Source: an optimization exercise on an open RTL-to-GDS flow (aim: small area, a short achievable clock period and few clock cycles per item). Production flows keep margins and buffers that such runs may drop. Function was checked by simulation only, so behaviour that the tests miss may differ from the original. Power figures rest on the tool's default switching activity, not on a simulated workload.

**design/flow/flow/run.sh**
```bash
#!/bin/bash
# The standard layout, with two changes to how it is made:
#  - the port buffers are buf_2 cells instead of the default delay-buffer cell;
#  - repair_timing works with a setup margin, so that it shortens the longest
#    paths although the 33 ns clock leaves them slack.
# The make output goes to make_finish.log in this folder; ORFS keeps each
# step's log under orfs/logs.
set -euo pipefail
bash standard.sh BUFFER_PORTS_ARGS="-buffer_cell sky130_fd_sc_hd__buf_2" \
    SETUP_SLACK_MARGIN=19 finish > make_finish.log 2>&1
```
**design/flow/constraint.sdc**
```tcl
create_clock -name core_clock -period 33.0 [get_ports {clk}]
set_input_delay 6.6000 -clock core_clock [delete_from_list [all_inputs] [get_ports {clk}]]
set_output_delay 6.6000 -clock core_clock [all_outputs]
set_load 0.01 [all_outputs]
```
**design/flow/standard.sh**
```bash
#!/bin/bash
# synth_recipe.tcl (not shown) runs the flow's synth.tcl, then flattens the netlist and writes it again
# the make line also repeats each setting of config.mk as NAME=value (left out here)
make -C /OpenROAD-flow-scripts/flow DESIGN_CONFIG=/design/flow/config.mk WORK_HOME=/design/flow/orfs CLKGATE_MAP_FILE= SYNTH_SCRIPT=/design/flow/synth_recipe.tcl "${@:-finish}"
```
**design/flow/design.v**
```verilog
module pga16_mac (
    input  wire [7:0]  b,
    input  wire        hi,
    input  wire [23:0] m,
    input  wire [23:0] acc,
    output wire [31:0] sum
);
    wire bn0 = b[1];
    wire bo0 = b[0] ^ 1'b0;
    wire bt0 = (b[1] ^ b[0]) & ~bo0;
    wire q0_0 = ((bo0 & m[0]) | (bt0 & 1'b0)) ^ bn0;
    wire q0_1 = ((bo0 & m[1]) | (bt0 & m[0])) ^ bn0;
    wire q0_2 = ((bo0 & m[2]) | (bt0 & m[1])) ^ bn0;
    wire q0_3 = ((bo0 & m[3]) | (bt0 & m[2])) ^ bn0;
    wire q0_4 = ((bo0 & m[4]) | (bt0 & m[3])) ^ bn0;
    wire q0_5 = ((bo0 & m[5]) | (bt0 & m[4])) ^ bn0;
    wire q0_6 = ((bo0 & m[6]) | (bt0 & m[5])) ^ bn0;
    wire q0_7 = ((bo0 & m[7]) | (bt0 & m[6])) ^ bn0;
    wire q0_8 = ((bo0 & m[8]) | (bt0 & m[7])) ^ bn0;
    wire q0_9 = ((bo0 & m[9]) | (bt0 & m[8])) ^ bn0;
    wire q0_10 = ((bo0 & m[10]) | (bt0 & m[9])) ^ bn0;
    wire q0_11 = ((bo0 & m[11]) | (bt0 & m[10])) ^ bn0;
    wire q0_12 = ((bo0 & m[12]) | (bt0 & m[11])) ^ bn0;
    wire q0_13 = ((bo0 & m[13]) | (bt0 & m[12])) ^ bn0;
    wire q0_14 = ((bo0 & m[14]) | (bt0 & m[13])) ^ bn0;
    wire q0_15 = ((bo0 & m[15]) | (bt0 & m[14])) ^ bn0;
    wire q0_16 = ((bo0 & m[16]) | (bt0 & m[15])) ^ bn0;
    wire q0_17 = ((bo0 & m[17]) | (bt0 & m[16])) ^ bn0;
    wire q0_18 = ((bo0 & m[18]) | (bt0 & m[17])) ^ bn0;
    wire q0_19 = ((bo0 & m[19]) | (bt0 & m[18])) ^ bn0;
    wire q0_20 = ((bo0 & m[20]) | (bt0 & m[19])) ^ bn0;
    wire q0_21 = ((bo0 & m[21]) | (bt0 & m[20])) ^ bn0;
    wire q0_22 = ((bo0 & m[22]) | (bt0 & m[21])) ^ bn0;
    wire q0_23 = ((bo0 & m[23]) | (bt0 & m[22])) ^ bn0;
    wire q0_24 = ((bo0 & 1'b0) | (bt0 & m[23])) ^ bn0;
    wire bs0 = ~bn0;
    wire bn1 = b[3];
    wire bo1 = b[2] ^ b[1];
    wire bt1 = (b[3] ^ b[2]) & ~bo1;
    wire q1_0 = ((bo1 & m[0]) | (bt1 & 1'b0)) ^ bn1;
    wire q1_1 = ((bo1 & m[1]) | (bt1 & m[0])) ^ bn1;
    wire q1_2 = ((bo1 & m[2]) | (bt1 & m[1])) ^ bn1;
    wire q1_3 = ((bo1 & m[3]) | (bt1 & m[2])) ^ bn1;
    wire q1_4 = ((bo1 & m[4]) | (bt1 & m[3])) ^ bn1;
    wire q1_5 = ((bo1 & m[5]) | (bt1 & m[4])) ^ bn1;
    wire q1_6 = ((bo1 & m[6]) | (bt1 & m[5])) ^ bn1;
    wire q1_7 = ((bo1 & m[7]) | (bt1 & m[6])) ^ bn1;
    wire q1_8 = ((bo1 & m[8]) | (bt1 & m[7])) ^ bn1;
    wire q1_9 = ((bo1 & m[9]) | (bt1 & m[8])) ^ bn1;
    wire q1_10 = ((bo1 & m[10]) | (bt1 & m[9])) ^ bn1;
    wire q1_11 = ((bo1 & m[11]) | (bt1 & m[10])) ^ bn1;
    wire q1_12 = ((bo1 & m[12]) | (bt1 & m[11])) ^ bn1;
    wire q1_13 = ((bo1 & m[13]) | (bt1 & m[12])) ^ bn1;
    wire q1_14 = ((bo1 & m[14]) | (bt1 & m[13])) ^ bn1;
    wire q1_15 = ((bo1 & m[15]) | (bt1 & m[14])) ^ bn1;
    wire q1_16 = ((bo1 & m[16]) | (bt1 & m[15])) ^ bn1;
    wire q1_17 = ((bo1 & m[17]) | (bt1 & m[16])) ^ bn1;
    wire q1_18 = ((bo1 & m[18]) | (bt1 & m[17])) ^ bn1;
    wire q1_19 = ((bo1 & m[19]) | (bt1 & m[18])) ^ bn1;
    wire q1_20 = ((bo1 & m[20]) | (bt1 & m[19])) ^ bn1;
    wire q1_21 = ((bo1 & m[21]) | (bt1 & m[20])) ^ bn1;
    wire q1_22 = ((bo1 & m[22]) | (bt1 & m[21])) ^ bn1;
    wire q1_23 = ((bo1 & m[23]) | (bt1 & m[22])) ^ bn1;
    wire q1_24 = ((bo1 & 1'b0) | (bt1 & m[23])) ^ bn1;
    wire bs1 = ~bn1;
    wire bn2 = b[5];
    wire bo2 = b[4] ^ b[3];
    wire bt2 = (b[5] ^ b[4]) & ~bo2;
    wire q2_0 = ((bo2 & m[0]) | (bt2 & 1'b0)) ^ bn2;
    wire q2_1 = ((bo2 & m[1]) | (bt2 & m[0])) ^ bn2;
    wire q2_2 = ((bo2 & m[2]) | (bt2 & m[1])) ^ bn2;
    wire q2_3 = ((bo2 & m[3]) | (bt2 & m[2])) ^ bn2;
    wire q2_4 = ((bo2 & m[4]) | (bt2 & m[3])) ^ bn2;
    wire q2_5 = ((bo2 & m[5]) | (bt2 & m[4])) ^ bn2;
    wire q2_6 = ((bo2 & m[6]) | (bt2 & m[5])) ^ bn2;
    wire q2_7 = ((bo2 & m[7]) | (bt2 & m[6])) ^ bn2;
    wire q2_8 = ((bo2 & m[8]) | (bt2 & m[7])) ^ bn2;
    wire q2_9 = ((bo2 & m[9]) | (bt2 & m[8])) ^ bn2;
    wire q2_10 = ((bo2 & m[10]) | (bt2 & m[9])) ^ bn2;
    wire q2_11 = ((bo2 & m[11]) | (bt2 & m[10])) ^ bn2;
    wire q2_12 = ((bo2 & m[12]) | (bt2 & m[11])) ^ bn2;
    wire q2_13 = ((bo2 & m[13]) | (bt2 & m[12])) ^ bn2;
    wire q2_14 = ((bo2 & m[14]) | (bt2 & m[13])) ^ bn2;
    wire q2_15 = ((bo2 & m[15]) | (bt2 & m[14])) ^ bn2;
    wire q2_16 = ((bo2 & m[16]) | (bt2 & m[15])) ^ bn2;
    wire q2_17 = ((bo2 & m[17]) | (bt2 & m[16])) ^ bn2;
    wire q2_18 = ((bo2 & m[18]) | (bt2 & m[17])) ^ bn2;
    wire q2_19 = ((bo2 & m[19]) | (bt2 & m[18])) ^ bn2;
    wire q2_20 = ((bo2 & m[20]) | (bt2 & m[19])) ^ bn2;
    wire q2_21 = ((bo2 & m[21]) | (bt2 & m[20])) ^ bn2;
    wire q2_22 = ((bo2 & m[22]) | (bt2 & m[21])) ^ bn2;
    wire q2_23 = ((bo2 & m[23]) | (bt2 & m[22])) ^ bn2;
    wire q2_24 = ((bo2 & 1'b0) | (bt2 & m[23])) ^ bn2;
    wire bs2 = ~bn2;
    wire bn3 = b[7];
    wire bo3 = b[6] ^ b[5];
    wire bt3 = (b[7] ^ b[6]) & ~bo3;
    wire q3_0 = ((bo3 & m[0]) | (bt3 & 1'b0)) ^ bn3;
    wire q3_1 = ((bo3 & m[1]) | (bt3 & m[0])) ^ bn3;
    wire q3_2 = ((bo3 & m[2]) | (bt3 & m[1])) ^ bn3;
    wire q3_3 = ((bo3 & m[3]) | (bt3 & m[2])) ^ bn3;
    wire q3_4 = ((bo3 & m[4]) | (bt3 & m[3])) ^ bn3;
    wire q3_5 = ((bo3 & m[5]) | (bt3 & m[4])) ^ bn3;
    wire q3_6 = ((bo3 & m[6]) | (bt3 & m[5])) ^ bn3;
    wire q3_7 = ((bo3 & m[7]) | (bt3 & m[6])) ^ bn3;
    wire q3_8 = ((bo3 & m[8]) | (bt3 & m[7])) ^ bn3;
    wire q3_9 = ((bo3 & m[9]) | (bt3 & m[8])) ^ bn3;
    wire q3_10 = ((bo3 & m[10]) | (bt3 & m[9])) ^ bn3;
    wire q3_11 = ((bo3 & m[11]) | (bt3 & m[10])) ^ bn3;
    wire q3_12 = ((bo3 & m[12]) | (bt3 & m[11])) ^ bn3;
    wire q3_13 = ((bo3 & m[13]) | (bt3 & m[12])) ^ bn3;
    wire q3_14 = ((bo3 & m[14]) | (bt3 & m[13])) ^ bn3;
    wire q3_15 = ((bo3 & m[15]) | (bt3 & m[14])) ^ bn3;
    wire q3_16 = ((bo3 & m[16]) | (bt3 & m[15])) ^ bn3;
    wire q3_17 = ((bo3 & m[17]) | (bt3 & m[16])) ^ bn3;
    wire q3_18 = ((bo3 & m[18]) | (bt3 & m[17])) ^ bn3;
    wire q3_19 = ((bo3 & m[19]) | (bt3 & m[18])) ^ bn3;
    wire q3_20 = ((bo3 & m[20]) | (bt3 & m[19])) ^ bn3;
    wire q3_21 = ((bo3 & m[21]) | (bt3 & m[20])) ^ bn3;
    wire q3_22 = ((bo3 & m[22]) | (bt3 & m[21])) ^ bn3;
    wire q3_23 = ((bo3 & m[23]) | (bt3 & m[22])) ^ bn3;
    wire q3_24 = ((bo3 & 1'b0) | (bt3 & m[23])) ^ bn3;
    wire bs3 = ~bn3;
    wire u7 = b[7] & ~hi;
    wire r4_0 = u7 & m[0];
    wire r4_1 = u7 & m[1];
    wire r4_2 = u7 & m[2];
    wire r4_3 = u7 & m[3];
    wire r4_4 = u7 & m[4];
    wire r4_5 = u7 & m[5];
    wire r4_6 = u7 & m[6];
    wire r4_7 = u7 & m[7];
    wire r4_8 = u7 & m[8];
    wire r4_9 = u7 & m[9];
    wire r4_10 = u7 & m[10];
    wire r4_11 = u7 & m[11];
    wire r4_12 = u7 & m[12];
    wire r4_13 = u7 & m[13];
    wire r4_14 = u7 & m[14];
    wire r4_15 = u7 & m[15];
    wire r4_16 = u7 & m[16];
    wire r4_17 = u7 & m[17];
    wire r4_18 = u7 & m[18];
    wire r4_19 = u7 & m[19];
    wire r4_20 = u7 & m[20];
    wire r4_21 = u7 & m[21];
    wire r4_22 = u7 & m[22];
    wire r4_23 = u7 & m[23];
    wire s0, c0;
    assign s0 = q0_4 ^ q1_2;
    assign c0 = q0_4 & q1_2;
    wire s1, c1;
    assign s1 = q0_5 ^ q1_3;
    assign c1 = q0_5 & q1_3;
    wire s2, c2;
    assign s2 = q0_6 ^ q1_4 ^ q2_2;
    assign c2 = (q0_6 & q1_4) | (q2_2 & (q0_6 | q1_4));
    wire s3, c3;
    assign s3 = q3_0 ^ bn3;
    assign c3 = q3_0 & bn3;
    wire s4, c4;
    assign s4 = q0_7 ^ q1_5 ^ q2_3;
    assign c4 = (q0_7 & q1_5) | (q2_3 & (q0_7 | q1_5));
    wire s5, c5;
    assign s5 = q3_1 ^ acc[7];
    assign c5 = q3_1 & acc[7];
    wire s6, c6;
    assign s6 = q0_8 ^ q1_6 ^ q2_4;
    assign c6 = (q0_8 & q1_6) | (q2_4 & (q0_8 | q1_6));
    wire s7, c7;
    assign s7 = q3_2 ^ r4_0 ^ acc[8];
    assign c7 = (q3_2 & r4_0) | (acc[8] & (q3_2 | r4_0));
    wire s8, c8;
    assign s8 = q0_9 ^ q1_7 ^ q2_5;
    assign c8 = (q0_9 & q1_7) | (q2_5 & (q0_9 | q1_7));
    wire s9, c9;
    assign s9 = q3_3 ^ r4_1 ^ acc[9];
    assign c9 = (q3_3 & r4_1) | (acc[9] & (q3_3 | r4_1));
    wire s10, c10;
    assign s10 = q0_10 ^ q1_8 ^ q2_6;
    assign c10 = (q0_10 & q1_8) | (q2_6 & (q0_10 | q1_8));
    wire s11, c11;
    assign s11 = q3_4 ^ r4_2 ^ acc[10];
    assign c11 = (q3_4 & r4_2) | (acc[10] & (q3_4 | r4_2));
    wire s12, c12;
    assign s12 = q0_11 ^ q1_9 ^ q2_7;
    assign c12 = (q0_11 & q1_9) | (q2_7 & (q0_11 | q1_9));
    wire s13, c13;
    assign s13 = q3_5 ^ r4_3 ^ acc[11];
    assign c13 = (q3_5 & r4_3) | (acc[11] & (q3_5 | r4_3));
    wire s14, c14;
    assign s14 = q0_12 ^ q1_10 ^ q2_8;
    assign c14 = (q0_12 & q1_10) | (q2_8 & (q0_12 | q1_10));
    wire s15, c15;
    assign s15 = q3_6 ^ r4_4 ^ acc[12];
    assign c15 = (q3_6 & r4_4) | (acc[12] & (q3_6 | r4_4));
    wire s16, c16;
    assign s16 = q0_13 ^ q1_11 ^ q2_9;
    assign c16 = (q0_13 & q1_11) | (q2_9 & (q0_13 | q1_11));
    wire s17, c17;
    assign s17 = q3_7 ^ r4_5 ^ acc[13];
    assign c17 = (q3_7 & r4_5) | (acc[13] & (q3_7 | r4_5));
    wire s18, c18;
    assign s18 = q0_14 ^ q1_12 ^ q2_10;
    assign c18 = (q0_14 & q1_12) | (q2_10 & (q0_14 | q1_12));
    wire s19, c19;
    assign s19 = q3_8 ^ r4_6 ^ acc[14];
    assign c19 = (q3_8 & r4_6) | (acc[14] & (q3_8 | r4_6));
    wire s20, c20;
    assign s20 = q0_15 ^ q1_13 ^ q2_11;
    assign c20 = (q0_15 & q1_13) | (q2_11 & (q0_15 | q1_13));
    wire s21, c21;
    assign s21 = q3_9 ^ r4_7 ^ acc[15];
    assign c21 = (q3_9 & r4_7) | (acc[15] & (q3_9 | r4_7));
    wire s22, c22;
    assign s22 = q0_16 ^ q1_14 ^ q2_12;
    assign c22 = (q0_16 & q1_14) | (q2_12 & (q0_16 | q1_14));
    wire s23, c23;
    assign s23 = q3_10 ^ r4_8 ^ acc[16];
    assign c23 = (q3_10 & r4_8) | (acc[16] & (q3_10 | r4_8));
    wire s24, c24;
    assign s24 = q0_17 ^ q1_15 ^ q2_13;
    assign c24 = (q0_17 & q1_15) | (q2_13 & (q0_17 | q1_15));
    wire s25, c25;
    assign s25 = q3_11 ^ r4_9 ^ acc[17];
    assign c25 = (q3_11 & r4_9) | (acc[17] & (q3_11 | r4_9));
    wire s26, c26;
    assign s26 = q0_18 ^ q1_16 ^ q2_14;
    assign c26 = (q0_18 & q1_16) | (q2_14 & (q0_18 | q1_16));
    wire s27, c27;
    assign s27 = q3_12 ^ r4_10 ^ acc[18];
    assign c27 = (q3_12 & r4_10) | (acc[18] & (q3_12 | r4_10));
    wire s28, c28;
    assign s28 = q0_19 ^ q1_17 ^ q2_15;
    assign c28 = (q0_19 & q1_17) | (q2_15 & (q0_19 | q1_17));
    wire s29, c29;
    assign s29 = q3_13 ^ r4_11 ^ acc[19];
    assign c29 = (q3_13 & r4_11) | (acc[19] & (q3_13 | r4_11));
    wire s30, c30;
    assign s30 = q0_20 ^ q1_18 ^ q2_16;
    assign c30 = (q0_20 & q1_18) | (q2_16 & (q0_20 | q1_18));
    wire s31, c31;
    assign s31 = q3_14 ^ r4_12 ^ acc[20];
    assign c31 = (q3_14 & r4_12) | (acc[20] & (q3_14 | r4_12));
    wire s32, c32;
    assign s32 = q0_21 ^ q1_19 ^ q2_17;
    assign c32 = (q0_21 & q1_19) | (q2_17 & (q0_21 | q1_19));
    wire s33, c33;
    assign s33 = q3_15 ^ r4_13 ^ acc[21];
    assign c33 = (q3_15 & r4_13) | (acc[21] & (q3_15 | r4_13));
    wire s34, c34;
    assign s34 = q0_22 ^ q1_20 ^ q2_18;
    assign c34 = (q0_22 & q1_20) | (q2_18 & (q0_22 | q1_20));
    wire s35, c35;
    assign s35 = q3_16 ^ r4_14 ^ acc[22];
    assign c35 = (q3_16 & r4_14) | (acc[22] & (q3_16 | r4_14));
    wire s36, c36;
    assign s36 = q0_23 ^ q1_21 ^ q2_19;
    assign c36 = (q0_23 & q1_21) | (q2_19 & (q0_23 | q1_21));
    wire s37, c37;
    assign s37 = q3_17 ^ r4_15 ^ acc[23];
    assign c37 = (q3_17 & r4_15) | (acc[23] & (q3_17 | r4_15));
    wire s38, c38;
    assign s38 = q0_24 ^ q1_22 ^ q2_20;
    assign c38 = (q0_24 & q1_22) | (q2_20 & (q0_24 | q1_22));
    wire s39, c39;
    assign s39 = q3_18 ^ r4_16;
    assign c39 = q3_18 & r4_16;
    wire s40, c40;
    assign s40 = bs0 ^ q1_23 ^ q2_21;
    assign c40 = (bs0 & q1_23) | (q2_21 & (bs0 | q1_23));
    wire s41, c41;
    assign s41 = q3_19 ^ 1'b1 ^ r4_17;
    assign c41 = (q3_19 & 1'b1) | (r4_17 & (q3_19 | 1'b1));
    wire s42, c42;
    assign s42 = q1_24 ^ q2_22 ^ q3_20;
    assign c42 = (q1_24 & q2_22) | (q3_20 & (q1_24 | q2_22));
    wire s43, c43;
    assign s43 = 1'b1 ^ r4_18;
    assign c43 = 1'b1 & r4_18;
    wire s44, c44;
    assign s44 = bs1 ^ q2_23 ^ q3_21;
    assign c44 = (bs1 & q2_23) | (q3_21 & (bs1 | q2_23));
    wire s45, c45;
    assign s45 = q2_24 ^ q3_22;
    assign c45 = q2_24 & q3_22;
    wire s46, c46;
    assign s46 = q0_2 ^ q1_0;
    assign c46 = q0_2 & q1_0;
    wire s47, c47;
    assign s47 = q0_3 ^ q1_1;
    assign c47 = q0_3 & q1_1;
    wire s48, c48;
    assign s48 = s0 ^ q2_0 ^ bn2;
    assign c48 = (s0 & q2_0) | (bn2 & (s0 | q2_0));
    wire s49, c49;
    assign s49 = c0 ^ s1 ^ q2_1;
    assign c49 = (c0 & s1) | (q2_1 & (c0 | s1));
    wire s50, c50;
    assign s50 = c1 ^ s2 ^ s3;
    assign c50 = (c1 & s2) | (s3 & (c1 | s2));
    wire s51, c51;
    assign s51 = c2 ^ c3 ^ s4;
    assign c51 = (c2 & c3) | (s4 & (c2 | c3));
    wire s52, c52;
    assign s52 = c4 ^ c5 ^ s6;
    assign c52 = (c4 & c5) | (s6 & (c4 | c5));
    wire s53, c53;
    assign s53 = c6 ^ c7 ^ s8;
    assign c53 = (c6 & c7) | (s8 & (c6 | c7));
    wire s54, c54;
    assign s54 = c8 ^ c9 ^ s10;
    assign c54 = (c8 & c9) | (s10 & (c8 | c9));
    wire s55, c55;
    assign s55 = c10 ^ c11 ^ s12;
    assign c55 = (c10 & c11) | (s12 & (c10 | c11));
    wire s56, c56;
    assign s56 = c12 ^ c13 ^ s14;
    assign c56 = (c12 & c13) | (s14 & (c12 | c13));
    wire s57, c57;
    assign s57 = c14 ^ c15 ^ s16;
    assign c57 = (c14 & c15) | (s16 & (c14 | c15));
    wire s58, c58;
    assign s58 = c16 ^ c17 ^ s18;
    assign c58 = (c16 & c17) | (s18 & (c16 | c17));
    wire s59, c59;
    assign s59 = c18 ^ c19 ^ s20;
    assign c59 = (c18 & c19) | (s20 & (c18 | c19));
    wire s60, c60;
    assign s60 = c20 ^ c21 ^ s22;
    assign c60 = (c20 & c21) | (s22 & (c20 | c21));
    wire s61, c61;
    assign s61 = c22 ^ c23 ^ s24;
    assign c61 = (c22 & c23) | (s24 & (c22 | c23));
    wire s62, c62;
    assign s62 = c24 ^ c25 ^ s26;
    assign c62 = (c24 & c25) | (s26 & (c24 | c25));
    wire s63, c63;
    assign s63 = c26 ^ c27 ^ s28;
    assign c63 = (c26 & c27) | (s28 & (c26 | c27));
    wire s64, c64;
    assign s64 = c28 ^ c29 ^ s30;
    assign c64 = (c28 & c29) | (s30 & (c28 | c29));
    wire s65, c65;
    assign s65 = c30 ^ c31 ^ s32;
    assign c65 = (c30 & c31) | (s32 & (c30 | c31));
    wire s66, c66;
    assign s66 = c32 ^ c33 ^ s34;
    assign c66 = (c32 & c33) | (s34 & (c32 | c33));
    wire s67, c67;
    assign s67 = c34 ^ c35 ^ s36;
    assign c67 = (c34 & c35) | (s36 & (c34 | c35));
    wire s68, c68;
    assign s68 = c36 ^ c37 ^ s38;
    assign c68 = (c36 & c37) | (s38 & (c36 | c37));
    wire s69, c69;
    assign s69 = c38 ^ c39 ^ s40;
    assign c69 = (c38 & c39) | (s40 & (c38 | c39));
    wire s70, c70;
    assign s70 = c40 ^ c41 ^ s42;
    assign c70 = (c40 & c41) | (s42 & (c40 | c41));
    wire s71, c71;
    assign s71 = c42 ^ c43 ^ s44;
    assign c71 = (c42 & c43) | (s44 & (c42 | c43));
    wire s72, c72;
    assign s72 = c44 ^ s45 ^ 1'b1;
    assign c72 = (c44 & s45) | (1'b1 & (c44 | s45));
    wire s73, c73;
    assign s73 = c45 ^ bs2 ^ q3_23;
    assign c73 = (c45 & bs2) | (q3_23 & (c45 | bs2));
    wire s74, c74;
    assign s74 = q3_24 ^ 1'b1;
    assign c74 = q3_24 & 1'b1;
    wire s75, c75;
    assign s75 = q0_0 ^ bn0;
    assign c75 = q0_0 & bn0;
    wire s76, c76;
    assign s76 = q0_1 ^ acc[1];
    assign c76 = q0_1 & acc[1];
    wire s77, c77;
    assign s77 = s46 ^ bn1 ^ acc[2];
    assign c77 = (s46 & bn1) | (acc[2] & (s46 | bn1));
    wire s78, c78;
    assign s78 = c46 ^ s47 ^ acc[3];
    assign c78 = (c46 & s47) | (acc[3] & (c46 | s47));
    wire s79, c79;
    assign s79 = c47 ^ s48 ^ acc[4];
    assign c79 = (c47 & s48) | (acc[4] & (c47 | s48));
    wire s80, c80;
    assign s80 = c48 ^ s49 ^ acc[5];
    assign c80 = (c48 & s49) | (acc[5] & (c48 | s49));
    wire s81, c81;
    assign s81 = c49 ^ s50 ^ acc[6];
    assign c81 = (c49 & s50) | (acc[6] & (c49 | s50));
    wire s82, c82;
    assign s82 = c50 ^ s51 ^ s5;
    assign c82 = (c50 & s51) | (s5 & (c50 | s51));
    wire s83, c83;
    assign s83 = c51 ^ s52 ^ s7;
    assign c83 = (c51 & s52) | (s7 & (c51 | s52));
    wire s84, c84;
    assign s84 = c52 ^ s53 ^ s9;
    assign c84 = (c52 & s53) | (s9 & (c52 | s53));
    wire s85, c85;
    assign s85 = c53 ^ s54 ^ s11;
    assign c85 = (c53 & s54) | (s11 & (c53 | s54));
    wire s86, c86;
    assign s86 = c54 ^ s55 ^ s13;
    assign c86 = (c54 & s55) | (s13 & (c54 | s55));
    wire s87, c87;
    assign s87 = c55 ^ s56 ^ s15;
    assign c87 = (c55 & s56) | (s15 & (c55 | s56));
    wire s88, c88;
    assign s88 = c56 ^ s57 ^ s17;
    assign c88 = (c56 & s57) | (s17 & (c56 | s57));
    wire s89, c89;
    assign s89 = c57 ^ s58 ^ s19;
    assign c89 = (c57 & s58) | (s19 & (c57 | s58));
    wire s90, c90;
    assign s90 = c58 ^ s59 ^ s21;
    assign c90 = (c58 & s59) | (s21 & (c58 | s59));
    wire s91, c91;
    assign s91 = c59 ^ s60 ^ s23;
    assign c91 = (c59 & s60) | (s23 & (c59 | s60));
    wire s92, c92;
    assign s92 = c60 ^ s61 ^ s25;
    assign c92 = (c60 & s61) | (s25 & (c60 | s61));
    wire s93, c93;
    assign s93 = c61 ^ s62 ^ s27;
    assign c93 = (c61 & s62) | (s27 & (c61 | s62));
    wire s94, c94;
    assign s94 = c62 ^ s63 ^ s29;
    assign c94 = (c62 & s63) | (s29 & (c62 | s63));
    wire s95, c95;
    assign s95 = c63 ^ s64 ^ s31;
    assign c95 = (c63 & s64) | (s31 & (c63 | s64));
    wire s96, c96;
    assign s96 = c64 ^ s65 ^ s33;
    assign c96 = (c64 & s65) | (s33 & (c64 | s65));
    wire s97, c97;
    assign s97 = c65 ^ s66 ^ s35;
    assign c97 = (c65 & s66) | (s35 & (c65 | s66));
    wire s98, c98;
    assign s98 = c66 ^ s67 ^ s37;
    assign c98 = (c66 & s67) | (s37 & (c66 | s67));
    wire s99, c99;
    assign s99 = c67 ^ s68 ^ s39;
    assign c99 = (c67 & s68) | (s39 & (c67 | s68));
    wire s100, c100;
    assign s100 = c68 ^ s69 ^ s41;
    assign c100 = (c68 & s69) | (s41 & (c68 | s69));
    wire s101, c101;
    assign s101 = c69 ^ s70 ^ s43;
    assign c101 = (c69 & s70) | (s43 & (c69 | s70));
    wire s102, c102;
    assign s102 = c70 ^ s71 ^ r4_19;
    assign c102 = (c70 & s71) | (r4_19 & (c70 | s71));
    wire s103, c103;
    assign s103 = c71 ^ s72 ^ r4_20;
    assign c103 = (c71 & s72) | (r4_20 & (c71 | s72));
    wire s104, c104;
    assign s104 = c72 ^ s73 ^ r4_21;
    assign c104 = (c72 & s73) | (r4_21 & (c72 | s73));
    wire s105, c105;
    assign s105 = c73 ^ s74 ^ r4_22;
    assign c105 = (c73 & s74) | (r4_22 & (c73 | s74));
    wire s106, c106;
    assign s106 = c74 ^ bs3 ^ r4_23;
    assign c106 = (c74 & bs3) | (r4_23 & (c74 | bs3));
    wire [31:0] rx = {c105, c104, c103, c102, c101, c100, c99, c98, c97, c96, c95, c94, c93, c92, c91, c90, c89, c88, c87, c86, c85, c84, c83, c82, c81, c80, c79, c78, c77, c76, c75, s75};
    wire [31:0] ry = {s106, s105, s104, s103, s102, s101, s100, s99, s98, s97, s96, s95, s94, s93, s92, s91, s90, s89, s88, s87, s86, s85, s84, s83, s82, s81, s80, s79, s78, s77, s76, acc[0]};
    wire [31:0] g0 = rx & ry;
    wire [31:0] p0 = rx ^ ry;
    wire bg0 = g0[1] | (p0[1] & g0[0]);
    wire bp0 = p0[1] & p0[0];
    wire bg1 = g0[3] | (p0[3] & g0[2]);
    wire bp1 = p0[3] & p0[2];
    wire bg2 = g0[5] | (p0[5] & g0[4]);
    wire bp2 = p0[5] & p0[4];
    wire bg3 = g0[7] | (p0[7] & g0[6]);
    wire bp3 = p0[7] & p0[6];
    wire bg4 = g0[9] | (p0[9] & g0[8]);
    wire bp4 = p0[9] & p0[8];
    wire bg5 = g0[11] | (p0[11] & g0[10]);
    wire bp5 = p0[11] & p0[10];
    wire bg6 = g0[13] | (p0[13] & g0[12]);
    wire bp6 = p0[13] & p0[12];
    wire bg7 = g0[15] | (p0[15] & g0[14]);
    wire bp7 = p0[15] & p0[14];
    wire bg8 = g0[17] | (p0[17] & g0[16]);
    wire bp8 = p0[17] & p0[16];
    wire bg9 = g0[19] | (p0[19] & g0[18]);
    wire bp9 = p0[19] & p0[18];
    wire bg10 = g0[21] | (p0[21] & g0[20]);
    wire bp10 = p0[21] & p0[20];
    wire bg11 = g0[23] | (p0[23] & g0[22]);
    wire bp11 = p0[23] & p0[22];
    wire bg12 = g0[25] | (p0[25] & g0[24]);
    wire bp12 = p0[25] & p0[24];
    wire bg13 = g0[27] | (p0[27] & g0[26]);
    wire bp13 = p0[27] & p0[26];
    wire bg14 = g0[29] | (p0[29] & g0[28]);
    wire bp14 = p0[29] & p0[28];
    wire bg15 = g0[31] | (p0[31] & g0[30]);
    wire bp15 = p0[31] & p0[30];
    wire bg16 = bg1 | (bp1 & bg0);
    wire bp16 = bp1 & bp0;
    wire bg17 = bg3 | (bp3 & bg2);
    wire bp17 = bp3 & bp2;
    wire bg18 = bg5 | (bp5 & bg4);
    wire bp18 = bp5 & bp4;
    wire bg19 = bg7 | (bp7 & bg6);
    wire bp19 = bp7 & bp6;
    wire bg20 = bg9 | (bp9 & bg8);
    wire bp20 = bp9 & bp8;
    wire bg21 = bg11 | (bp11 & bg10);
    wire bp21 = bp11 & bp10;
    wire bg22 = bg13 | (bp13 & bg12);
    wire bp22 = bp13 & bp12;
    wire bg23 = bg15 | (bp15 & bg14);
    wire bp23 = bp15 & bp14;
    wire bg24 = bg17 | (bp17 & bg16);
    wire bp24 = bp17 & bp16;
    wire bg25 = bg19 | (bp19 & bg18);
    wire bp25 = bp19 & bp18;
    wire bg26 = bg21 | (bp21 & bg20);
    wire bp26 = bp21 & bp20;
    wire bg27 = bg23 | (bp23 & bg22);
    wire bp27 = bp23 & bp22;
    wire bg28 = bg25 | (bp25 & bg24);
    wire bp28 = bp25 & bp24;
    wire bg29 = bg27 | (bp27 & bg26);
    wire bp29 = bp27 & bp26;
    wire bg30 = bg29 | (bp29 & bg28);
    wire bp30 = bp29 & bp28;
    wire bg31 = bg26 | (bp26 & bg28);
    wire bp31 = bp26 & bp28;
    wire bg32 = bg18 | (bp18 & bg24);
    wire bp32 = bp18 & bp24;
    wire bg33 = bg20 | (bp20 & bg28);
    wire bp33 = bp20 & bp28;
    wire bg34 = bg22 | (bp22 & bg31);
    wire bp34 = bp22 & bp31;
    wire bg35 = bg2 | (bp2 & bg16);
    wire bp35 = bp2 & bp16;
    wire bg36 = bg4 | (bp4 & bg24);
    wire bp36 = bp4 & bp24;
    wire bg37 = bg6 | (bp6 & bg32);
    wire bp37 = bp6 & bp32;
    wire bg38 = bg8 | (bp8 & bg28);
    wire bp38 = bp8 & bp28;
    wire bg39 = bg10 | (bp10 & bg33);
    wire bp39 = bp10 & bp33;
    wire bg40 = bg12 | (bp12 & bg31);
    wire bp40 = bp12 & bp31;
    wire bg41 = bg14 | (bp14 & bg34);
    wire bp41 = bp14 & bp34;
    wire bg42 = g0[2] | (p0[2] & bg0);
    wire bp42 = p0[2] & bp0;
    wire bg43 = g0[4] | (p0[4] & bg16);
    wire bp43 = p0[4] & bp16;
    wire bg44 = g0[6] | (p0[6] & bg35);
    wire bp44 = p0[6] & bp35;
    wire bg45 = g0[8] | (p0[8] & bg24);
    wire bp45 = p0[8] & bp24;
    wire bg46 = g0[10] | (p0[10] & bg36);
    wire bp46 = p0[10] & bp36;
    wire bg47 = g0[12] | (p0[12] & bg32);
    wire bp47 = p0[12] & bp32;
    wire bg48 = g0[14] | (p0[14] & bg37);
    wire bp48 = p0[14] & bp37;
    wire bg49 = g0[16] | (p0[16] & bg28);
    wire bp49 = p0[16] & bp28;
    wire bg50 = g0[18] | (p0[18] & bg38);
    wire bp50 = p0[18] & bp38;
    wire bg51 = g0[20] | (p0[20] & bg33);
    wire bp51 = p0[20] & bp33;
    wire bg52 = g0[22] | (p0[22] & bg39);
    wire bp52 = p0[22] & bp39;
    wire bg53 = g0[24] | (p0[24] & bg31);
    wire bp53 = p0[24] & bp31;
    wire bg54 = g0[26] | (p0[26] & bg40);
    wire bp54 = p0[26] & bp40;
    wire bg55 = g0[28] | (p0[28] & bg34);
    wire bp55 = p0[28] & bp34;
    wire bg56 = g0[30] | (p0[30] & bg41);
    wire bp56 = p0[30] & bp41;
    assign sum[0] = p0[0];
    assign sum[1] = p0[1] ^ g0[0];
    assign sum[2] = p0[2] ^ bg0;
    assign sum[3] = p0[3] ^ bg42;
    assign sum[4] = p0[4] ^ bg16;
    assign sum[5] = p0[5] ^ bg43;
    assign sum[6] = p0[6] ^ bg35;
    assign sum[7] = p0[7] ^ bg44;
    assign sum[8] = p0[8] ^ bg24;
    assign sum[9] = p0[9] ^ bg45;
    assign sum[10] = p0[10] ^ bg36;
    assign sum[11] = p0[11] ^ bg46;
    assign sum[12] = p0[12] ^ bg32;
    assign sum[13] = p0[13] ^ bg47;
    assign sum[14] = p0[14] ^ bg37;
    assign sum[15] = p0[15] ^ bg48;
    assign sum[16] = p0[16] ^ bg28;
    assign sum[17] = p0[17] ^ bg49;
    assign sum[18] = p0[18] ^ bg38;
    assign sum[19] = p0[19] ^ bg50;
    assign sum[20] = p0[20] ^ bg33;
    assign sum[21] = p0[21] ^ bg51;
    assign sum[22] = p0[22] ^ bg39;
    assign sum[23] = p0[23] ^ bg52;
    assign sum[24] = p0[24] ^ bg31;
    assign sum[25] = p0[25] ^ bg53;
    assign sum[26] = p0[26] ^ bg40;
    assign sum[27] = p0[27] ^ bg54;
    assign sum[28] = p0[28] ^ bg34;
    assign sum[29] = p0[29] ^ bg55;
    assign sum[30] = p0[30] ^ bg41;
    assign sum[31] = p0[31] ^ bg56;
endmodule
module pga16_round (
    input  wire [39:0] p,        
    input  wire [5:0]  sh,       
    input  wire        hi,       
    output wire [7:0]  q
);
    wire [15:0] v = p[38:23] ^ {16{p[39]}};
    wire [15:0] mk;
    assign mk[15] = 1'b0;
    genvar i;
    generate
        for (i = 0; i < 15; i = i + 1) begin : g_mk
            assign mk[i] = mk[i+1] | v[i+1];
        end
    endgenerate
    wire [14:0] atg    = mk[14:0] & ~mk[15:1];        
    wire        guard  = |(atg & p[14:0]);
    wire        lsb    = |(atg & p[15:1]);
    wire        sticky = |(mk[14:1] & p[13:0]);
    wire        rup    = guard & (sticky | lsb);
    wire [39:0] qv = {p[39:15], p[14:0] | mk[14:0]};
    wire [39:0] c;                                   
    wire [5:0]  cb;
    assign cb[0] = rup;
    generate
        for (i = 0; i < 5; i = i + 1) begin : g_blk
            assign cb[i+1] = cb[i] & (&qv[8*i+7:8*i]);
            assign c[8*i] = cb[i];
            genvar j;
            for (j = 1; j < 8; j = j + 1) begin : g_pw
                assign c[8*i+j] = c[8*i+j-1] & qv[8*i+j-1];
            end
        end
    endgenerate
    wire [39:0] t  = qv ^ c;
    wire [39:0] tm = {t[39:15], t[14:0] & ~mk[14:0]};
    wire [70:0] e  = {{15{p[39]}}, tm, 16'd0};
    wire [5:0]  s8 = {sh[5:3] + {2'b00, hi}, sh[2:0]};
    wire [38:0] e5 = s8[5] ? e[70:32] : e[38:0];
    wire [22:0] e4 = s8[4] ? e5[38:16] : e5[22:0];
    wire [14:0] e3 = s8[3] ? e4[22:8] : e4[14:0];
    wire [10:0] e2 = s8[2] ? e3[14:4] : e3[10:0];
    wire [8:0]  e1 = s8[1] ? e2[10:2] : e2[8:0];
    assign q = s8[0] ? e1[8:1] : e1[7:0];
endmodule
module pga16 (
    input  wire        clk,
    input  wire        rst,           
    input  wire        host_we,
    input  wire [3:0]  host_addr,
    input  wire [31:0] host_wdata,
    output reg  [31:0] host_rdata,
    output wire        mem_valid,
    output wire        mem_we,
    output wire [31:0] mem_addr,
    output wire [7:0]  mem_wdata,
    input  wire        mem_ready,
    input  wire [7:0]  mem_rdata,
    input  wire        mem_err
);
    localparam RN_BUF_BASE = 4'd0;
    localparam RN_BUF_LEN  = 4'd1;
    localparam RN_GAIN     = 4'd2;
    localparam RN_CTRL     = 4'd3;
    localparam RN_CMD      = 4'd4;
    localparam RN_STATUS   = 4'd5;
    localparam RN_PROGRESS = 4'd6;
    localparam ERR_ILLEGAL_CMD = 3'd1;
    localparam ERR_NULL_BUFFER = 3'd2;
    localparam ERR_GAIN_INF    = 3'd3;
    localparam ERR_ADDR_RANGE  = 3'd4;
    localparam ERR_MEM_FAULT   = 3'd5;
    reg [31:0] buf_base;
    reg [31:0] buf_len;
    reg [31:0] gain;
    reg        buf_valid;
    reg        st_busy, st_done, st_err, st_odd;
    reg [2:0]  st_errcode;
    reg [30:0] idx;
    reg [31:0] ad;                    
    reg [30:0] w_nwin;
    reg        w_sg;                  
    reg [23:0] w_m;                   
    reg [5:0]  w_sh;                  
    reg        act;                   
    reg [1:0]  ph;                    
    reg [39:0] pr;                    
    always @* begin
        case (host_addr)
            RN_BUF_BASE: host_rdata = buf_base;
            RN_BUF_LEN:  host_rdata = buf_len;
            RN_GAIN:     host_rdata = gain;
            RN_CTRL:     host_rdata = {31'd0, buf_valid};
            RN_STATUS:   host_rdata = {24'd0, 1'b0, st_errcode, st_odd, st_err, st_done, st_busy};
            RN_PROGRESS: host_rdata = {1'b0, idx};
            default:     host_rdata = 32'd0;
        endcase
    end
    wire        cmd_wr    = host_we && (host_addr == RN_CMD) && !st_busy;
    wire        stat_wr   = host_we && (host_addr == RN_STATUS);
    wire        range_bad = over_2_32(buf_base, buf_len);
    reg  [2:0]  cmd_code;             
    always @* begin
        if (host_wdata != 32'h0000_0001)
            cmd_code = ERR_ILLEGAL_CMD;
        else if (!buf_valid)
            cmd_code = ERR_NULL_BUFFER;
        else if (gain[30:23] == 8'hFF)
            cmd_code = ERR_GAIN_INF;
        else if (range_bad)
            cmd_code = ERR_ADDR_RANGE;
        else
            cmd_code = 3'd0;
    end
    wire [7:0]  g_e  = gain[30:23];
    wire [7:0]  g_sh = 8'd166 - g_e;
    wire [5:0]  sh0  = (g_e < 8'd112) ? 6'd55 : (g_e >= 8'd166) ? 6'd0 : g_sh[5:0];
    function over_2_32(input [31:0] a, input [31:0] b);
        integer k;
        reg cy;
        begin
            cy = 1'b0;
            for (k = 1; k < 32; k = k + 1)
                cy = (~(a[k] ^ b[k]) & (a[k-1] | b[k-1])) |
                     (cy & (~(a[k] ^ b[k]) | a[k-1] | b[k-1]));
            over_2_32 = cy & (a[31] | b[31]);
        end
    endfunction
    function [30:0] inc31(input [30:0] a);
        integer k;
        reg t;
        begin
            t = 1'b1;
            for (k = 0; k < 31; k = k + 1) begin
                inc31[k] = a[k] ^ t;
                t = t & a[k];
            end
        end
    endfunction
    function [30:0] inc31f(input [30:0] a);
        integer k;
        reg t, bc;
        begin
            bc = 1'b1;
            for (k = 0; k < 31; k = k + 1) begin
                if (k % 8 == 0) t = bc;
                inc31f[k] = a[k] ^ t;
                t = t & a[k];
                if (k % 8 == 7) bc = bc & (&a[k -: 8]);
            end
        end
    endfunction
    wire acc_ok = act && mem_ready;
    assign mem_valid = act;
    assign mem_we    = ph[1];
    wire [30:0] ad_inc = inc31f(ad[31:1]);
    assign mem_addr  = {(ph[0] & ad[0]) ? ad_inc : ad[31:1], ad[0] ^ ph[0]};
    wire [31:0] mac;
    pga16_mac u_mac (
        .b   (mem_rdata ^ {8{w_sg}}),
        .hi  (ph[0]),
        .m   (w_m),
        .acc (ph[0] ? pr[39:16] : (w_sg ? w_m : 24'd0)),
        .sum (mac)
    );
    pga16_round u_round (
        .p  (pr),
        .sh (w_sh),
        .hi (ph[0]),
        .q  (mem_wdata)
    );
    wire [30:0] idx_inc = inc31(idx);
    wire        last    = (idx_inc == w_nwin);
    always @(posedge clk) begin
        if (mem_ready && !ph[1])
            pr <= {mac, pr[15:8]};
    end
    always @(posedge clk) begin
        if (rst) begin
            buf_base   <= 32'd0;
            buf_len    <= 32'd0;
            gain       <= 32'h3F80_0000;
            buf_valid  <= 1'b0;
            st_busy    <= 1'b0;
            st_done    <= 1'b0;
            st_err     <= 1'b0;
            st_odd     <= 1'b0;
            st_errcode <= 3'd0;
            idx        <= 31'd0;
            act        <= 1'b0;
            ph         <= 2'd0;
        end else begin
            if (host_we) begin
                case (host_addr)
                    RN_BUF_BASE: buf_base  <= host_wdata;
                    RN_BUF_LEN:  buf_len   <= host_wdata;
                    RN_GAIN:     gain      <= host_wdata;
                    RN_CTRL:     buf_valid <= host_wdata[0];
                    default: ;
                endcase
            end
            if (stat_wr) begin
                if (host_wdata[1]) st_done <= 1'b0;
                if (host_wdata[2]) begin
                    st_err     <= 1'b0;
                    st_errcode <= 3'd0;
                end
                if (host_wdata[3]) st_odd <= 1'b0;
            end
            if (cmd_wr) begin
                st_done <= 1'b0;
                idx     <= 31'd0;
                if (cmd_code != 3'd0) begin
                    st_err     <= 1'b1;
                    st_errcode <= cmd_code;
                    st_odd     <= 1'b0;
                end else begin
                    st_err     <= 1'b0;
                    st_errcode <= 3'd0;
                    st_odd     <= buf_len[0];
                    st_busy    <= 1'b1;
                    ad         <= buf_base;
                    w_nwin     <= buf_len[31:1];
                    w_sg       <= gain[31];
                    w_m        <= {g_e != 8'd0, gain[22:0]};
                    w_sh       <= sh0;
                    act        <= (buf_len[31:1] != 31'd0);
                    ph         <= 2'd0;
                end
            end
            if (st_busy && !act) begin
                st_busy <= 1'b0;
                st_done <= 1'b1;
            end
            if (acc_ok) begin
                if (mem_err) begin
                    act        <= 1'b0;
                    st_busy    <= 1'b0;
                    st_err     <= 1'b1;
                    st_errcode <= ERR_MEM_FAULT;
                end else begin
                    ph <= ph + 2'd1;
                    if (ph == 2'd3) begin
                        ad[31:1] <= ad_inc;
                        idx <= idx_inc;
                        if (last) begin
                            act     <= 1'b0;
                            st_busy <= 1'b0;
                            st_done <= 1'b1;
                        end
                    end
                end
            end
        end
    end
endmodule
```
**design/flow/config.mk**
```make
export PLATFORM = sky130hd
export DESIGN_NAME = pga16
export DESIGN_NICKNAME = pga16
export VERILOG_FILES = /design/flow/design.v
export SDC_FILE = /design/flow/constraint.sdc
export NUM_CORES = 4
export LEC_CHECK = 0
export ABC_AREA = 1
export CAP_MARGIN = 20
export CORE_MARGIN = 2
export CORE_UTILIZATION = 40
export SLEW_MARGIN = 20
```
==> impl_results.md, run 1 <==
- Fmax: 69.4 MHz
- CP dominant cell by count: buf_8
- DR vias/cell: 5.71
- DR pass1 iterations: 5
- Crit path largest cell delay: 0.26 ns
- PD cells: 52.4 nW/µm²
- Compound-Gate Fraction of Synth Area: 0.149
- Hold Buf Count CTS: 0
- Leakage: 11.0 nW
- Setup Crit Path Kind: input port to output pin
- Clock root buffer: clkbuf_16
- CP Cell Sequence: buf_8 > clkinvlp_4 > nor2_4 > buf_8 > a31oi_4 > o211ai_1 > buf_2
- Final Slew Violations: 0
- Crit-path leading delay family: buffers and inverters
- Largest net degree at the start of global routing: 96
- RSZ-0062 raised after global routing: true
- Average cell area after synthesis: 8.42 µm²
- Post-DR wirelength/cell: 21.3 µm
- Storage element area: 6790 µm²
- Max VDD drop: 33.9 µV
- Critical Path AT: 7.80 ns
- RD Place Congestion: 0.919
- Synth Instances: 2,545
- First-pass GRT wire length: 109,000 µm
- Max H-tree Level: 2
- Number of global-route vias before repair: 18,400
- Crit-path slowest cell: nor2_4
- Most common cell after layout, fill and taps aside: nand2_1
- Chip Width: 235 µm
- Synth warnings: 1
- Tmin final: 14.40 ns
- Slew HR: 0.316
- Most frequent cells in the layout: 361 x nand2_1, 283 x inv_1, 161 x o21ai_0
- Finished layout cell area: 25,500 µm²
- Crit path max fanout: 5
- Final Hold Fails: 0
- Post-synth EDFFs: 134
- DIE HEIGHT: 235 µm
- Final Core Density: 0.484
- Synth Area in XOR/XNOR: 0.0733
- Min Hold Slack: 0.425 ns
- Max-cap viol count: 0
- Synth Flop Type: dfxtp_1
- Fin nets: 2,999
- TritonCTS Buffers: 34
- Initial DRC Count: 1,846
- Mux cell area share after synthesis: 0.0120
- Cell variety after synth: 52
- Final setup viols: 0
- Row cnt: 84
- DP Area: 22,700 µm²
- Port Buffer Count: 122
- Largest family of logic cells by synthesized area: adder cells
- Tot GR Track Use: 0.252
- Multi-input logic area: 13,800 µm²
- Yosys reg bits: 272
- Clock Latency Late Sink: 0.55 ns
- Critical path capture point type: output pin
- Nature of the critical path startpoint: input port
- Final worst-path cycle share: 0.436
- CTS tree: done
- Setup TNS: 0 ns
- Post-route worst setup slack: 18.60 ns
- Core Region: 52,800 µm²
- Sinks on Clock Net: 272
- DRT antenna net count: 0
- Clk pin slew, worst setup/hold paths: 0.06 ns
- Syn nets: 2,868
- Adder-cell area share of the yosys netlist: 0.197
- DR vias: 19,400
- Clk buf depth: 3
- Share of post-route cells with drive strength above 1: 0.194
- DRC viols: 0
- CP Buf/Inv Count: 4
- Req. time, crit path: 26.40 ns
- Post-Route WL: 72,300 µm
- Post-Synthesis Cell Area: 21,400 µm²
- Hpwl dp: 51,000 µm
- Area grow syn2layout: 19.2%
- Slew @ Worst Pin: 1.03 ns
- Antenna violations before repair: 3
- Die area: 55,400 µm²
- Clock skew: 0.0226 ns
- Outcome: timing/DRC/antenna clean
- Fillers: 4,959
- Dpl ws: 17.16 ns
- Post-synth ARST share: 0
- Global route total overflow: 0
- Simple-gate share of the synthesized area: 0.172
- Sequential area share after synthesis: 0.317
- Initial Util: 0.406
- Hold WC Path Type: flop to flop
- IO Pins: 123
power by group:
group / total (mW) / internal, mW / leakage, nW / switching [mW]
clock network: 0.395 / 0.238 / 0.579 / 0.157
logic: 0.491 / 0.207 / 8.03 / 0.284
registers: 0.451 / 0.401 / 2.42 / 0.0496
metal layers:
metal / GRT usage / routed length [µm]
met5: 0 / 23
met4: 0.0768 / 2150
met3: 0.0416 / 6270
met2: 0.401 / 33000
met1: 0.351 / 30800
flip-flops by register name, summed over array words and instances, names as in the netlist:
| signal | count |
|---|---|
| gain | 32 |
| w_sg | 1 |
| ph | 2 |
| st_busy | 1 |
| buf_valid | 1 |
| idx | 31 |
| buf_base | 32 |
| st_done | 1 |
| st_errcode | 3 |
| pr | 40 |
| ad | 32 |
| w_sh | 6 |
| act | 1 |
| w_m | 24 |
| st_err | 1 |
| st_odd | 1 |
| w_nwin | 31 |
| buf_len | 32 |
kinds of logic (layout without fill, tap and decap cells):
| kind of cell | Yosys count | count (layout) |
|---|---|---|
| AND/OR/NAND/NOR | 800 | 802 |
| buffers and inverters | 449 | 604 |
| XOR/XNOR | 177 | 177 |
| multiplexers | 23 | 23 |
| other | 0 | 1 |
| AO/OA/AOI/OAI | 550 | 550 |
| adder cells (fa/ha/maj) | 274 | 274 |
| flip-flops | 272 | 272 |
Yosys cell counts (22+ instances only):
| master | count | area share |
|---|---|---|
| nand2_1 | 391 | 0.069 |
| inv_1 | 292 | 0.051 |
| o21ai_0 | 183 | 0.043 |
| ha_1 | 168 | 0.098 |
| a21oi_1 | 151 | 0.035 |
| xor2_1 | 146 | 0.060 |
| dfxtp_1 | 138 | 0.13 |
| edfxtp_1 | 134 | 0.19 |
| nand3_1 | 131 | 0.031 |
| o22ai_1 | 108 | 0.032 |
| fa_1 | 106 | 0.099 |
| nor2_1 | 106 | 0.019 |
| clkbuf_1 | 100 | 0.018 |
| or2_2 | 62 | 0.018 |
| nand4_1 | 51 | 0.015 |
| xnor2_1 | 30 | 0.012 |
| o2111ai_1 | 26 | 0.011 |
| mux2_2 | 22 | 0.012 |
stage by stage:
step / std cells / power [mW]
floorplan: 2545 / 0.757
global placement: 3251 / 0.875
detailed placement: 3253 / 0.890
CTS: 3350 / 1.30
global route: 3391 / 1.42
finish: 3391 / 1.34
path summary, 6_finish.rpt:
path                startpoint            end  slack, ns  depth (start not counted)
setup / recovery  host_addr[2]  host_rdata[3]      18.60                          7
hold / removal      buf_len[4]      w_nwin[3]       0.42                          0
setup reg to reg          w_sg         pr[39]      24.71                         36
hold reg to reg     buf_len[4]      w_nwin[3]       0.42                          0
timing repair:
item / CTS / global route
pin swaps: 23 / 52
resized for setup: 97 / 147
setup buffers: 29 / 40
gates cloned: 6 / 0
setup endpoints to repair: 43 / 44
area by class of cell:
class / instances / share of cell area
clock buffer: 50 / 0.0410
inverter: 325 / 0.0495
clock inverter: 12 / 0.00539
antenna: 1 / 0.0000980
timing repair buffer: 214 / 0.0624
timing repair inverter: 3 / 0.00108
tap: 688 / 0.0337
sequential: 272 / 0.266
multi-input combinational: 1826 / 0.541
Testbench counts, summed over its fixed seeds: cycles 36,384, windows 8,872.
==> inputs of run 2 (changes only) <==
==> design/flow/flow/run.sh (replaced) <==
#!/bin/bash
# The standard layout (standard.sh), with these changes to how it is made:
#  - the port buffers are buf_2 cells instead of the default delay-buffer cell;
#  - repair_timing works with a setup margin, so that it shortens the longest
#    paths although the 33 ns clock leaves them slack.
# The make output goes to make_finish.log in this folder; ORFS keeps each
# step's log under orfs/logs.
set -euo pipefail
work=$PWD
rm -rf "$work/scripts"
cp -r "$FLOW_HOME/scripts" "$work/scripts"
cp "$work/flow/abc_area.script" "$work/scripts/abc_area.script"
bash standard.sh SCRIPTS_DIR="$work/scripts" \
    BUFFER_PORTS_ARGS="-buffer_cell sky130_fd_sc_hd__buf_2" \
    SETUP_SLACK_MARGIN=18.0 finish > make_finish.log 2>&1
==> design/flow/flow/abc_area.script (new file) <==
strash
dch
map -a
strash
dch
map -a
strash
dch
map -a
topo
stime -c
buffer -c
upsize -c
dnsize -c
--- a/design/flow/config.mk
+++ b/design/flow/config.mk
@@ -9,4 +9,6 @@
 export CAP_MARGIN = 20
 export CORE_MARGIN = 2
 export CORE_UTILIZATION = 40
+export CTS_BUF_LIST = sky130_fd_sc_hd__clkbuf_8
+export CTS_CLUSTER_SIZE = 30
 export SLEW_MARGIN = 20
==> run 2 against run 1 <==
Net effect: still clean; first-iteration DRC count shrank 11%; sequential share of layout area up 3.1 points; design area down 10%; wire length down 10%; synthesized area decreased by 4.5%; via count down 9.0%; register-to-register slack worse by 0.58 ns; total power increased by 3.4%; critical path type unchanged.
==> impl_results.md, run 2 <==
- Leakage: 9.66 nW
- DR vias: 17,600
- Fillers: 4,916
- Cell with the most instances after synthesis: inv_1
- Crit-path slowest cell: buf_4
- IO Pins: 123
- Post-Route WL: 65,000 µm
- RD Place Congestion: 0.911
- Final Hold Fails: 0
- DRT antenna net count: 0
- Sinks on Clock Net: 272
- Area grow syn2layout: 11.7%
- Initial Util: 0.406
- Fin nets: 2,714
- Post-synth top area share: 0.197
- CP dominant cell by count: buf_2
- Clk pin slew, worst setup/hold paths: 0.06 ns
- Final Slew Violations: 0
- Sequential area share after synthesis: 0.332
- Final setup viols: 0
- CP Cell Sequence: buf_2 > nor2_1 > nand2_1 > buf_4 > inv_1 > a22oi_1 > o221ai_1 > buf_2
- Max H-tree Level: 2
- Antenna violations before repair: 6
- Crit path largest cell delay: 0.37 ns
- Port Buffer Count: 122
- P_sw: 0.534 mW
- Post-synth ARST share: 0
- Tmin final: 14.87 ns
- Critical path capture point type: output pin
- Crit-path leading delay family: buffers and inverters
- Post-Synthesis Cell Area: 20,500 µm²
- Slew @ Worst Pin: 0.977 ns
- Post-synth EDFFs: 134
- CP Buf/Inv Count: 4
- Largest net degree at the start of global routing: 112
- Placed Cells: 3,011
- Overall power: 1.38 mW
- Average cell area after synthesis: 8.89 µm²
- Clock power frac: 0.267
- DR pass1 iterations: 6
- Row cnt: 82
- Req. time, crit path: 26.40 ns
- Share of post-route cells with drive strength above 1: 0.129
- Tot GR Track Use: 0.244
- Most frequent cells after synthesis: 225 x inv_1, 216 x a21oi_1, 211 x nor2_1, 185 x nand2_1, 168 x ha_1
- Slew HR: 0.347
- Synth Flop Type: dfxtp_1
- DR vias/cell: 5.68
- Max-cap viol count: 0
- RSZ-0062 raised after global routing: false
- Largest register FFs: 40
- Clock Latency Late Sink: 0.66 ns
- Clock root buffer: clkbuf_8
- Int Pwr: 0.850 mW
- Synth warnings: 1
- Final worst-path cycle share: 0.451
- Clock skew: 0.0696 ns
- Nature of the critical path startpoint: input port
- DIE HEIGHT: 230 µm
- Global route total overflow: 0
- Combinational share of power: 0.398
- DRC viols: 0
- Chip Width: 230 µm
- Hpwl dp: 47,900 µm
- Initial DRC Count: 1,636
- Diodes inserted: 0
- Top reg by flops: pr
- Setup Crit Path Kind: input port to output pin
- Max VDD drop: 36.3 µV
- Setup TNS: 0 ns
- Post-DR wirelength/cell: 20.9 µm
- Clk buf depth: 3
- Synth Instances: 2,302
- Postcts setup bufs: 0
- Sw frac: 0.386
- Flop pwr share: 0.335
- Outcome: timing/DRC/antenna clean
- Cell variety after synth: 55
- Area leader, netlist: edfxtp_1
- Crit path max fanout: 26
- Syn nets: 2,625
- Most frequent cells in the layout: 231 x inv_1, 216 x a21oi_1, 202 x nor2_1
- Top cells by area, synth: edfxtp_1 20%, dfxtp_1 13%, fa_1 10%, ha_1 10%, xor2_1 5.6%
- Most common cell after layout, fill and taps aside: inv_1
- Fmax: 67.3 MHz
- Number of global-route vias before repair: 17,400
- Core Region: 50,400 µm²
- Die area: 53,000 µm²
- Final Non-Filler Cells: 3,105
- TritonCTS Buffers: 50
- PD cells: 60.5 nW/µm²
- Critical Path AT: 8.27 ns
- CTS tree: done
- First-pass GRT wire length: 101,000 µm
- Hold WC Path Type: flop to flop
- Yosys reg bits: 272
-- run 2: timing repair --
action / 4_1_cts / 5_1_grt
resized for setup: 0 / 6
endpoints found under the setup margin: 0 / 10
hold endpoints to repair: 0 / 0
hold buffers: 0 / 0
-- run 2: area by class of cell --
type	count	area [µm²]	share of cell area
clock buffer	56	771	0.0337
tap	672	841	0.0368
multi-input combinational	1659	12300	0.538
timing repair buffer	147	802	0.0351
inverter	261	988	0.0433
sequential	272	6790	0.297
clock inverter	38	375	0.0164
-- run 2: cell families (layout without fill, tap and decap cells) --
| logic type | after synthesis | in the layout | share of synthesized area |
|---|---|---|---|
| compound gates | 647 | 647 | 0.188 |
| buf+inv | 371 | 502 | 0.0707 |
| mux | 29 | 29 | 0.0158 |
| fa+ha+maj | 274 | 274 | 0.206 |
| flops | 272 | 272 | 0.332 |
| xor+xnor | 174 | 174 | 0.0748 |
| simple gates | 535 | 535 | 0.113 |
-- run 2: worst register-to-register path: cells and delay by family, from the launching register on --
kind	cells	cell delay [ns]
xor gates and xnor gates	3	0.54
AOI/OAI and AO/OA	14	2.38
DFF	1	0.66
and+or+nand+nor	13	1.73
buffers and inverters	5	1.16
adders and majority gates	5	2.14
-- run 2: final timing paths --
path	cells past startpoint	slack, ns	endpoint	from
worst min register to register	0	0.39	w_nwin[6]	buf_len[7]
worst max register to register	40	24.13	pr[39]	w_sg
worst min-delay path	0	0.39	w_nwin[6]	buf_len[7]
worst max-delay path	8	18.13	host_rdata[29]	host_addr[3]
-- run 2: layer usage --
metal	global-route usage	vias to the layer above	share of wire
met5	0	-	0.0012
met3	0.0404	151	0.071
met2	0.404	646	0.47
met1	0.315	8558	0.41
li1	-	8258	-
met4	0.102	12	0.042
-- run 2: power groups by stage --
stage          combinational [mW]  sequential (mW)  clock (mW)
2_1_floorplan               0.411            0.439           0
3_3_place_gp                0.538            0.469           0
5_1_grt                     0.641            0.465       0.393
4_1_cts                     0.559            0.462       0.377
6_report                    0.551            0.463       0.369
3_5_place_dp                0.556            0.469           0
-- run 2: stage by stage --
step / area [µm²] / util / hold slack (ns) / setup WS [ns]
2_1_floorplan: 20500 / - / 0.408 / 18.85
3_3_place_gp: 21700 / 0.431 / 0.410 / 18.12
3_5_place_dp: 21700 / 0.431 / 0.416 / 18.06
4_1_cts: 22800 / 0.453 / 0.385 / 18.06
5_1_grt: 22900 / 0.454 / 0.406 / 18.05
6_report: 22900 / 0.454 / 0.386 / 18.13
==> inputs of run 3 (changes only) <==
--- a/design/flow/flow/run.sh
+++ b/design/flow/flow/run.sh
@@ -12,4 +12,4 @@
 cp "$work/flow/abc_area.script" "$work/scripts/abc_area.script"
 bash standard.sh SCRIPTS_DIR="$work/scripts" \
     BUFFER_PORTS_ARGS="-buffer_cell sky130_fd_sc_hd__buf_2" \
-    SETUP_SLACK_MARGIN=18.0 finish > make_finish.log 2>&1
+    SETUP_SLACK_MARGIN=18.5 finish > make_finish.log 2>&1
--- a/design/flow/config.mk
+++ b/design/flow/config.mk
@@ -9,6 +9,7 @@
 export CAP_MARGIN = 20
 export CORE_MARGIN = 2
 export CORE_UTILIZATION = 40
-export CTS_BUF_LIST = sky130_fd_sc_hd__clkbuf_8
+export CTS_BUF_LIST = sky130_fd_sc_hd__clkbuf_16
+export CTS_CLUSTER_DIAMETER = 120
 export CTS_CLUSTER_SIZE = 30
 export SLEW_MARGIN = 20
==> run 3 against run 2 <==
Net effect: wire length up 1.3%; hold slack better by 0.057 ns; largest power group unchanged; via count decreased by 0.48%; cell count is 1.4% lower; total power is 9.7% lower; worst setup slack gained 0.34 ns.
==> impl_results.md, run 3 <==
- Hpwl dp: 47,900 µm
- Clock power frac: 0.173
- Hold WC Path Type: flop to flop
- Antenna violations before repair: 8
- RSZ-0062 raised after global routing: true
- Hold Buf Count CTS: 0
- Port Buffer Count: 122
- DR pass1 iterations: 5
- Core Region: 50,400 µm²
- Crit path max fanout: 8
- Most frequent cells after synthesis: 225 x inv_1, 216 x a21oi_1, 211 x nor2_1, 185 x nand2_1, 168 x ha_1
- Final Core Density: 0.454
- Critical path capture point type: output pin
- Clk buf depth: 3
- Cell with the most instances after synthesis: inv_1
- CP Cell Sequence: buf_8 > inv_4 > nor2_4 > nand2_2 > clkinvlp_4 > buf_12 > clkbuf_16 > a22oi_1 > o221ai_2 > buf_2
- Clock skew: 0.0463 ns
- Setup Crit Path Kind: input port to output pin
- Clock root buffer: clkbuf_16
- Critical Path AT: 7.93 ns
- Yosys reg bits: 272
- DRC viols: 0
- Outcome: timing/DRC/antenna clean
- Fmax: 68.8 MHz
- IO Pins: 123
- Global route total overflow: 0
- RD Place Congestion: 0.911
- PD cells: 54.7 nW/µm²
- Top cells by area, synth: edfxtp_1 20%, dfxtp_1 13%, fa_1 10%, ha_1 10%, xor2_1 5.6%
- Sw frac: 0.406
- DR vias/cell: 5.73
- Clock Latency Late Sink: 0.55 ns
- Largest net degree at the start of global routing: 112
- Setup TNS: 0 ns
- Max-cap viol count: 0
- DP Area: 21,700 µm²
- Chip Width: 230 µm
- Combinational share of power: 0.458
- Average cell area after synthesis: 8.89 µm²
- Fillers: 4,910
- Slew @ Worst Pin: 0.905 ns
- Area grow syn2layout: 11.6%
- Synth Instances: 2,302
- Post-Route WL: 65,800 µm
- Leakage: 9.52 nW
- Final worst-path cycle share: 0.440
- Die area: 53,000 µm²
- DR vias: 17,500
- Cell variety after synth: 55
- Int Pwr: 0.742 mW
- Crit path largest cell delay: 0.18 ns
- CP Buf/Inv Count: 6
- Clk pin slew, worst setup/hold paths: 0.12 ns
- Final Hold Fails: 0
- Post-synth top area share: 0.197
- Req. time, crit path: 26.40 ns
- Final Non-Filler Cells: 3,061
- Synth warnings: 1
- Finished layout cell area: 22,800 µm²
- Most frequent cells in the layout: 221 x inv_1, 216 x a21oi_1, 197 x nor2_1
- Syn nets: 2,625
- Max VDD drop: 32.8 µV
- Top reg by flops: pr
- DRT antenna net count: 0
- Flop pwr share: 0.369
- Tot GR Track Use: 0.243
- Most common cell after layout, fill and taps aside: inv_1
- CTS tree: done
- Synth Flop Type: dfxtp_1
- Post-synth EDFFs: 134
- Initial Util: 0.406
- Crit-path leading delay family: buffers and inverters
- Fin nets: 2,703
- Final Slew Violations: 0
- Share of post-route cells with drive strength above 1: 0.137
- Largest register FFs: 40
- Tmin final: 14.53 ns
- Area leader, netlist: edfxtp_1
- DIE HEIGHT: 230 µm
- Post-DR wirelength/cell: 21.5 µm
- First-pass GRT wire length: 101,000 µm
- P_sw: 0.507 mW
- Nature of the critical path startpoint: input port
- Sinks on Clock Net: 272
- Worst R2R Setup Slack: 24.41 ns
- TritonCTS Buffers: 15
- Sequential area share after synthesis: 0.332
- Slew HR: 0.397
- Max H-tree Level: 1
- Final setup viols: 0
- Initial DRC Count: 1,626
- Crit-path slowest cell: a22oi_1
- Post-Synthesis Cell Area: 20,500 µm²
- Row cnt: 82
- Number of global-route vias before repair: 17,100
- Placed Cells: 3,011
- Post-synth ARST share: 0
## run 3: cell counts after synthesis
No cell type changed its count.
## run 3: final cells by class
| cell class | count | area [µm²] | area share |
|---|---|---|---|
| inverter | 261 | 1030 | 0.0450 |
| antenna | 1 | 2.50 | 0.000110 |
| timing repair buffer | 171 | 1200 | 0.0525 |
| sequential | 272 | 6790 | 0.297 |
| multi-input combinational | 1659 | 12500 | 0.548 |
| tap | 672 | 841 | 0.0368 |
| clock inverter | 10 | 92.6 | 0.00405 |
| clock buffer | 15 | 375 | 0.0164 |
## run 3: through the flow
step | hold WS, ns | power [mW] | worst slack (ns)
6_report | 0.442 | 1.25 | 18.47
5_1_grt | 0.445 | 1.36 | 18.44
4_1_cts | 0.441 | 1.24 | 18.49
3_5_place_dp | 0.416 | 1.03 | 18.06
3_3_place_gp | 0.410 | 1.01 | 18.12
2_1_floorplan | 0.408 | 0.850 | 18.85
## run 3: logic make-up (layout without fill, tap and decap cells)
kind of cell | count (synthesis) | in the layout | synth area share
AOI/OAI and AO/OA | 647 | 647 | 0.188
xor gates and xnor gates | 174 | 174 | 0.0748
adders and majority gates | 274 | 274 | 0.206
buffers and inverters | 371 | 457 | 0.0707
DFF | 272 | 272 | 0.332
muxes | 29 | 29 | 0.0158
other | 0 | 1 | 0
and+or+nand+nor | 535 | 535 | 0.113
## run 3: per-layer routing
metal | part of all wire | GRT usage
met2 | 0.48 | 0.408
met1 | 0.41 | 0.319
met3 | 0.069 | 0.0365
met4 | 0.043 | 0.0857
met5 | 0.0014 | 0
## run 3: timing repair
item,in CTS,in global routing
hold endpoints to repair,0,0
endpoints found under the setup margin,32,42
cloned,2,3
setup buffers,5,14
pin swaps,3,14
resized for setup,24,69
## run 3: power by group through the flow
stage / Clock [mW] / Combinational (mW) / Sequential, mW
6_report: 0.216 / 0.572 / 0.461
5_1_grt: 0.230 / 0.661 / 0.464
2_1_floorplan: 0 / 0.411 / 0.439
4_1_cts: 0.220 / 0.563 / 0.461
3_5_place_dp: 0 / 0.556 / 0.469
3_3_place_gp: 0 / 0.538 / 0.469
## run 3: final timing paths
| kind | start | endpoint | depth (start not counted) |
|---|---|---|---|
| worst max-delay path | host_addr[2] | host_rdata[30] | 10 |
| worst min-delay path | buf_len[30] | w_nwin[29] | 0 |
| worst max register to register | w_sg | pr[39] | 40 |
| worst min register to register | buf_len[30] | w_nwin[29] | 0 |

==> static timing again, ports no longer ideal <==
Ports are ideal in the flow. The routed layouts listed here were re-timed in OpenROAD. Step 1 sets driving cells, clkbuf_16 on the clock port and buf_2 on the other inputs (assumed; they add their load-dependent delay and slew). Step 2 times the ports against the registers' clock, not the clock port: input delays grow and output delays shrink by t, the midpoint of the rising clock arrivals with the driver on. Slacks: ideal ports / drivers / drivers and shift; pairs: ideal ports / drivers.
run | t, ns | slack for setup (ns) | pins driven straight from the clock port
run 1 | 0.603 | 18.598 / 18.541 / 18.541 | 1
run 2 | 0.686 | 18.132 / 18.087 / 18.087 | 1
run 3 | 0.591 | 18.474 / 18.424 / 18.424 | 1
After both steps setup and hold are still met in every run listed. The setup slack of run 1, which loses most, moves by -0.057 ns with the drivers and by -0.057 ns with both steps.
